Background: an optimization exercise with open tools, aiming at small area, a short achievable clock period and few clock cycles per item. Do not read the settings as production practice. Only simulation tests tie the RTL to the original design; equivalence was not proved.

==> run a <==
Design cvt_gen, start of the top module:
module cvt_gen (
    input  wire        clk,
    input  wire        rst,
    input  wire        i_valid,
    output wire        o_ready,
    input  wire [11:0] i_h_active,
    input  wire [11:0] i_v_active,
    input  wire [7:0]  i_refresh,
    input  wire [7:0]  i_rb,
    input  wire        i_interlaced,
    input  wire        i_margins,
    output wire        o_valid,
    input  wire        i_ready,
    output wire [3:0]  o_status,
    output wire [15:0] o_h_active,
    output wire [15:0] o_h_border,
    output wire [15:0] o_h_front_porch,
    output wire [15:0] o_h_sync,
    output wire [15:0] o_h_back_porch,
    output wire [15:0] o_h_blank,
    output wire [15:0] o_h_total,
    output wire [15:0] o_v_active,
    output wire [15:0] o_v_border,
    output wire [15:0] o_v_front_porch,
    output wire [15:0] o_v_sync,
    output wire [15:0] o_v_back_porch,
    output wire [15:0] o_v_blank,
    output wire [15:0] o_v_total,
    output wire [31:0] o_pixel_clock_khz,
    output wire        o_interlaced,
    output wire        o_h_sync_positive,
    output wire        o_v_sync_positive
);
    localparam AW = 36;       
    localparam DW = 35;       
    function [23:0] radd;
        input [23:0] a, b;
        input        ci;
        integer i;
        reg c;
        begin
            c = ci;
  ...
Settings: LEC_CHECK=0, CAP_MARGIN=20, CORE_MARGIN=2, CORE_UTILIZATION=40, SETUP_SLACK_MARGIN=5, SLEW_MARGIN=20; clock period 12.5 ns.
run.sh (not shown) runs the stock make flow with config.mk's settings and CLKGATE_MAP_FILE= SYNTH_SCRIPT=/design/flow/synth_recipe.tcl, a recipe that flattens the netlist after the stock synthesis.
==> run b (differences from run a) <==
--- a/flow/design.v
+++ b/flow/design.v
@@ -105,12 +105,13 @@
         else if (v5 == {1'b0, h8, 5'b0})            vs_c = 4'd7;    
         else if (v5 == {1'b0, h3, 3'b0})            vs_c = 4'd7;    
         else                                        vs_c = 4'd10;
         if (rbq[1]) vs_c = 4'd8;
     end
-    wire mul = ~ph[1] | ~ph[0];           
-    wire two_steps = (cnt != 5'd1);
+    reg  mul;                             
+    reg  one;                             
+    wire two_steps = ~one;
     function [2:0] booth;                 
         input [2:0] b;
         input       s;
         begin
             booth[2] = (b == 3'b000) | (b == 3'b111);
@@ -119,27 +120,28 @@
         end
     endfunction
     wire [2:0] bd1 = booth(Q[23:21], sgn);
     wire [2:0] bd2 = booth(Q[21:19], sgn);
     wire [AW-1:0] D0 = {{(AW-DW){1'b0}}, D};
+    wire          n1 = A[AW-1];
     wire [AW-1:0] x1 = mul ? {A[AW-3:0], 2'b00} : A;
-    wire          c1 = mul ? bd1[0] : 1'b1;
-    wire [AW-1:0] m1 = bd1[1] ? {D0[AW-2:0], 1'b0} : D0;
-    wire [AW-1:0] y1 = mul ? ((bd1[2] ? {AW{1'b0}} : m1) ^ {AW{bd1[0]}}) : ~D0;
+    wire          c1 = mul ? bd1[0] : ~n1;
+    wire [AW-1:0] m1 = (mul & bd1[1]) ? {D0[AW-2:0], 1'b0} : D0;
+    wire [AW-1:0] y1 = ((mul & bd1[2]) ? {AW{1'b0}} : m1) ^ {AW{c1}};
     wire [AW:0]   s1w = {x1, 1'b1} + {y1, c1};
-    wire [AW-1:0] s1 = s1w[AW:1];
-    wire          q1 = ~s1[AW-1];
-    wire [AW-1:0] a1 = (mul | q1) ? s1 : A;
+    wire [AW-1:0] a1 = s1w[AW:1];
+    wire          q1 = ~a1[AW-1];
     wire [AW-1:0] e1 = mul ? D0 : {1'b0, D0[AW-1:1]};
+    wire          n2 = a1[AW-1];
     wire [AW-1:0] x2 = mul ? {a1[AW-3:0], 2'b00} : a1;
-    wire          c2b = mul ? bd2[0] : 1'b1;
-    wire [AW-1:0] m2 = bd2[1] ? {e1[AW-2:0], 1'b0} : e1;
-    wire [AW-1:0] y2 = mul ? ((bd2[2] ? {AW{1'b0}} : m2) ^ {AW{bd2[0]}}) : ~e1;
+    wire          c2b = mul ? bd2[0] : ~n2;
+    wire [AW-1:0] m2 = (mul & bd2[1]) ? {e1[AW-2:0], 1'b0} : e1;
+    wire [AW-1:0] y2 = ((mul & bd2[2]) ? {AW{1'b0}} : m2) ^ {AW{c2b}};
     wire [AW:0]   s2w = {x2, 1'b1} + {y2, c2b};
     wire [AW-1:0] s2 = s2w[AW:1];
     wire          q2 = ~s2[AW-1];
-    wire [AW-1:0] a2 = !two_steps ? a1 : (mul | q2) ? s2 : a1;
+    wire [AW-1:0] a2 = two_steps ? s2 : a1;
     wire [15:0] mr = radd(24'd50000, {10'h3FF, ~D[13:0]}, 1'b1);    
     reg [DW-1:0] dnext;
     always @(*) begin
         if (ph == 2'd1 && c2 != 3'd0)
             dnext = {17'd0, mreg, 2'd0};                   
@@ -152,15 +154,17 @@
         default: dnext = rb1 ? (35'd31250 << 14) : (rbq == 2'd2) ? (35'd125 << 22) : (35'd1001 << 22);
         endcase
     end
     wire [11:0] vs6   = {8'd0, vs} + 12'd6;
     wire [11:0] vq1   = radd({13'd0, Q[10:1]}, 24'd1, 1'b0);
-    wire [11:0] vsbp  = (vq1 < vs6) ? vs6 : vq1;
-    wire        fl20  = (Q[10:0] < 11'd33);
+    wire [11:0] vsd   = radd({12'd0, vq1}, {12'hFFF, ~vs6}, 1'b1);
+    wire [11:0] vsbp  = vsd[11] ? vs6 : vq1;                       
+    wire        fl20  = (Q[10:6] == 5'd0) & (~Q[5] | (Q[4:0] == 5'd0));    
     wire [11:0] avmin = rb1 ? {8'd0, vs} + 12'd9 : 12'd15;
     wire [11:0] qv1   = radd({14'd0, Q[9:0]}, 24'd1, 1'b0);
-    wire        avlo  = (qv1 < avmin);
+    wire [11:0] avd   = radd({12'd0, qv1}, {12'hFFF, ~avmin}, 1'b1);
+    wire        avlo  = avd[11];
     wire [11:0] av    = avlo ? avmin : qv1;
     wire [12:0] vt_q  = radd({11'd0, den}, {12'd0, qv1}, 1'b0);
     wire [12:0] vt_m  = radd({11'd0, den}, {12'd0, avmin}, 1'b0);
     wire [12:0] vt_av = avlo ? vt_m : vt_q;
     wire [6:0]  hb_c  = f20 ? tap8[9:3] : Q[6:0];
@@ -181,12 +185,26 @@
         input [2:0] n2;
         input [4:0] k;
         input       s;
         begin
             op <= o; c2 <= n2; kd <= k; sgn <= s; state <= S_RUN;
-            if (n1 != 3'd0) begin ph <= 2'd1; cnt <= {2'd0, n1}; end
-            else            begin ph <= 2'd3; cnt <= k; end
+            if (n1 != 3'd0) begin ph <= 2'd1; cnt <= {2'd0, n1}; mul <= 1'b1; one <= (n1 == 3'd1); end
+            else            begin ph <= 2'd3; cnt <= k; mul <= 1'b0; one <= (k == 5'd1); end
+        end
+    endtask
+    task lmul;
+        input [3:0]    o;
+        input [DW-1:0] md;
+        input [23:0]   fld;
+        input [2:0]    n1;
+        input [4:0]    k;
+        begin
+            D <= md;
+            A <= (fld[22] & fld[21]) ? {md, 1'b0} :
+                 (fld[22] | fld[21]) ? {1'b0, md} : {AW{1'b0}};
+            Q <= {fld[21:0], 2'b00};
+            start(o, n1 - 3'd1, 3'd0, k, 1'b0);
         end
     endtask
     always @(posedge clk) begin
         if (rst) begin
             state <= S_IDLE;
@@ -217,12 +235,11 @@
                         D <= {26'd0, i_interlaced ? {i_refresh, 1'b0} : {1'b0, i_refresh}};
                         Q <= {6'b010110, 18'd0};
                         mreg_pend <= 1'b1;
                         start(O_M2, 3'd3, 3'd0, 5'd0, 1'b1);
                     end else if (i_margins) begin
-                        A <= {AW{1'b0}}; D <= {23'd0, vr_in}; Q <= {6'b001001, 18'd0};
-                        start(O_TOP, 3'd3, 3'd0, 5'd7, 1'b0);
+                        lmul(O_TOP, {23'd0, vr_in}, {6'b001001, 18'd0}, 3'd3, 5'd7);
                     end else begin
                         state <= S_AV;
                     end
                 end
             end
@@ -233,22 +250,19 @@
             end
             S_W: begin
                 if (mreg_pend) mreg <= A[15:0];
                 mreg_pend <= 1'b0;
                 if (mg && mreg_pend) begin
-                    A <= {AW{1'b0}}; D <= {23'd0, vr}; Q <= {6'b001001, 18'd0};
-                    start(O_TOP, 3'd3, 3'd0, 5'd7, 1'b0);
+                    lmul(O_TOP, {23'd0, vr}, {6'b001001, 18'd0}, 3'd3, 5'd7);
                 end else begin
                     vs <= vs_c;
-                    A <= {AW{1'b0}}; D <= {21'd0, E}; Q <= {2'b00, r, 14'd0};
-                    start(O_W, 3'd5, 3'd0, 5'd0, 1'b0);
+                    lmul(O_W, {21'd0, E}, {2'b00, r, 14'd0}, 3'd5, 5'd0);
                 end
             end
             S_VS: begin
                 wr <= A[20:0];
-                D <= A[DW-1:0]; A <= {AW{1'b0}}; Q <= {8'b00101100, 16'd0};
-                start(O_VS, 3'd4, 3'd0, 5'd11, 1'b0);
+                lmul(O_VS, {A[DW-3:0], 2'b00}, {6'b001011, 18'd0}, 3'd3, 5'd11);
             end
             S_H: begin
                 vb  <= radd({12'd0, vsbp}, 24'd3, 1'b0);
                 f20 <= fl20;
                 if (fl20) begin
@@ -262,12 +276,11 @@
                 hreg <= A[26:0];
                 A <= {15'd0, wr}; D <= {19'd0, mreg}; Q <= {2'b11, 22'd0};
                 start(O_G, 3'd1, 3'd0, 5'd0, 1'b0);
             end
             S_HB: begin
-                D <= A[DW-1:0]; A <= {AW{1'b0}}; Q <= {2'b00, tap3, 10'd0};
-                start(O_HB, 3'd7, 3'd0, 5'd7, 1'b0);
+                lmul(O_HB, A[DW-1:0], {2'b00, tap3, 10'd0}, 3'd7, 5'd7);
             end
             S_HS: begin
                 hb16 <= hb_c;
                 ht8  <= ht8_s;
                 vx   <= vbp_c;
@@ -275,52 +288,46 @@
                 start(O_HS, 3'd0, 3'd0, 5'd6, 1'b0);
             end
             S_M25: begin
                 hs6 <= Q[5:0];
                 den <= vtot;
-                A <= {AW{1'b0}}; D <= {20'd0, mreg[15:1]}; Q <= {6'b011001, 18'd0};
-                start(O_M25, 3'd3, 3'd0, 5'd0, 1'b0);
+                lmul(O_M25, {20'd0, mreg[15:1]}, {6'b011001, 18'd0}, 3'd3, 5'd0);
             end
             S_PC: begin
                 hreg <= A[26:0];
-                A <= {AW{1'b0}}; D <= {10'd0, wr, 4'd0}; Q <= {2'b00, ht8, 12'd0};
-                start(O_PC, 3'd6, 3'd0, 5'd16, 1'b0);
+                lmul(O_PC, {10'd0, wr, 4'd0}, {2'b00, ht8, 12'd0}, 3'd6, 5'd16);
             end
             S_X250: begin
-                A <= {AW{1'b0}}; D <= {19'd0, Q[15:0]}; Q <= {10'b0011111010, 14'd0};
-                start(O_X250, 3'd5, 3'd0, 5'd0, 1'b0);
+                lmul(O_X250, {19'd0, Q[15:0]}, {10'b0011111010, 14'd0}, 3'd5, 5'd0);
             end
             S_AV: begin
                 vs  <= vs_c;
                 ht8 <= radd({14'd0, tap8}, rb1 ? 24'd20 : 24'd10, 1'b0);
-                A <= {AW{1'b0}}; D <= {21'd0, T23}; Q <= {1'b0, den, 10'd0};
-                start(O_AV, 3'd7, 3'd0, 5'd10, 1'b0);
+                lmul(O_AV, {21'd0, T23}, {1'b0, den, 10'd0}, 3'd7, 5'd10);
             end
             S_X: begin
                 vb  <= av;
                 den <= vt_av;
-                A <= {AW{1'b0}}; D <= il ? {21'd0, vt_av, 1'b1} : {22'd0, vt_av};
-                Q <= {2'b00, r, 14'd0};
-                start(O_X, 3'd5, 3'd0, 5'd0, 1'b0);
+                lmul(O_X, il ? {21'd0, vt_av, 1'b1} : {22'd0, vt_av}, {2'b00, r, 14'd0}, 3'd5, 5'd0);
             end
             S_PCR: begin
                 vx <= rb1 ? vbp_c : vfp_c;
-                A <= {AW{1'b0}}; D <= (rbq == 2'd3) ? {A[DW-4:0], 3'd0} : A[DW-1:0];
-                Q <= {2'b00, ht8, 12'd0};
-                start(O_PCR, 3'd6, 3'd0, rb1 ? 5'd15 : 5'd23, 1'b0);
+                lmul(O_PCR, (rbq == 2'd3) ? {A[DW-4:0], 3'd0} : A[DW-1:0], {2'b00, ht8, 12'd0},
+                     3'd6, rb1 ? 5'd15 : 5'd23);
             end
             S_RUN: begin
                 A <= a2;
                 if (mul) Q <= two_steps ? {Q[19:0], 4'd0} : {Q[21:0], 2'd0};
                 else     Q <= two_steps ? {Q[21:0], q1, q2} : {Q[22:0], q1};
                 if (!mul) D <= two_steps ? {2'b0, D[DW-1:2]} : {1'b0, D[DW-1:1]};
                 if (cnt > 5'd2) begin
                     cnt <= cnt - 5'd2;
+                    one <= (cnt == 5'd3);
                 end else if (ph == 2'd1 && c2 != 3'd0) begin
-                    ph <= 2'd2; cnt <= {2'd0, c2}; D <= dnext;
+                    ph <= 2'd2; cnt <= {2'd0, c2}; D <= dnext; one <= (c2 == 3'd1);
                 end else if (mul && kd != 5'd0) begin
-                    ph <= 2'd3; cnt <= kd; D <= dnext;
+                    ph <= 2'd3; cnt <= kd; D <= dnext; mul <= 1'b0; one <= (kd == 5'd1);
                 end else begin
                     case (op)
                     O_TOP:   state <= S_DEN;
                     O_M2:    state <= S_W;
                     O_W:     state <= S_VS;
==> flow/flow/run.sh (new file) <==
#!/bin/bash
# The standard layout, with the repair aiming for 7 ns of setup slack
# (the 12.5 ns clock and all constraints unchanged).
set -euo pipefail
sed 's/SETUP_SLACK_MARGIN=[0-9.]*/SETUP_SLACK_MARGIN=7/' standard.sh > standard_m7.sh
bash standard_m7.sh > flow.log 2>&1
==> flow/standard.sh (new file) <==
#!/bin/bash
# synth_recipe.tcl (not shown) runs the flow's synth.tcl, then flattens the netlist and writes it again
# the make line also repeats each setting of config.mk as NAME=value (left out here)
make -C /OpenROAD-flow-scripts/flow DESIGN_CONFIG=/design/flow/config.mk WORK_HOME=/design/flow/orfs CLKGATE_MAP_FILE= SYNTH_SCRIPT=/design/flow/synth_recipe.tcl "${@:-finish}"
removed: flow/run.sh
==> run notes <==
Setup ws final: run a 4.92 ns; run b 5.68 ns
Final instance area: run a 36700 um2; run b 40200 um2
Std-Cell Rows: run a 102; run b 103
Share of final layout cell area taken by non-clock buffers: run a 9.76%; run b 12.7%
WL/cell: run a 26.8 um; run b 27.9 um
Status: run a no timing/DRC/antenna violations; run b no timing/DRC/antenna violations
Instance count of the mapped netlist: run a 3659; run b 3649
Core Region: run a 77300 um2; run b 79000 um2
R2r setup slk: run a 4.92 ns; run b 5.68 ns
Fraction of the cycle the final worst path needs: run a 60.6%; run b 54.6%
Hold_ws: run a 0.620 ns; run b 0.630 ns
Critical Path Max Stage Delay: run a 0.52 ns; run b 0.62 ns
Layout area overhead: run a 17.6%; run b 25.9%
Avg Inst Size Synth: run a 8.53 um2; run b 8.75 um2
Critical path fanouts, max: run a 7; run b 12
Met2 layer usage reported by global route: run a 45.2%; run b 48.4%
Testbench counts of run a, summed over its fixed seeds: cycles 124,944, items 3,200.
Testbench counts of run b, summed over its fixed seeds: cycles 114,634, items 3,200.

[re-timing with driven ports]
The results above use ideal ports. As a check the final layouts listed here were re-extracted and re-timed, cells and wires unchanged.
Step 1 (the two cells are an assumption about what drives the block):
set clk [get_ports {clk}]
set_driving_cell -lib_cell sky130_fd_sc_hd__clkbuf_16 $clk
set_driving_cell -lib_cell sky130_fd_sc_hd__buf_2 [delete_from_list [all_inputs] $clk]
Step 2 moves the port delays by t, midway between the first and last clock arrival at a register: inputs arrive t later, outputs are due t later. That takes back most of the time a late clock gives input paths.
a / b / c = no drivers / after step 1 / after step 2; a / b = the first two.
run | t (ns) | setup WS [ns] | worst register clock-pin slew, ns
run a | 0.645 | 4.923 / 4.923 / 4.923 | 0.06 / 0.06
run b | 0.635 | 5.679 / 5.679 / 5.679 | 0.07 / 0.07
After both steps every run listed still meets setup and hold.
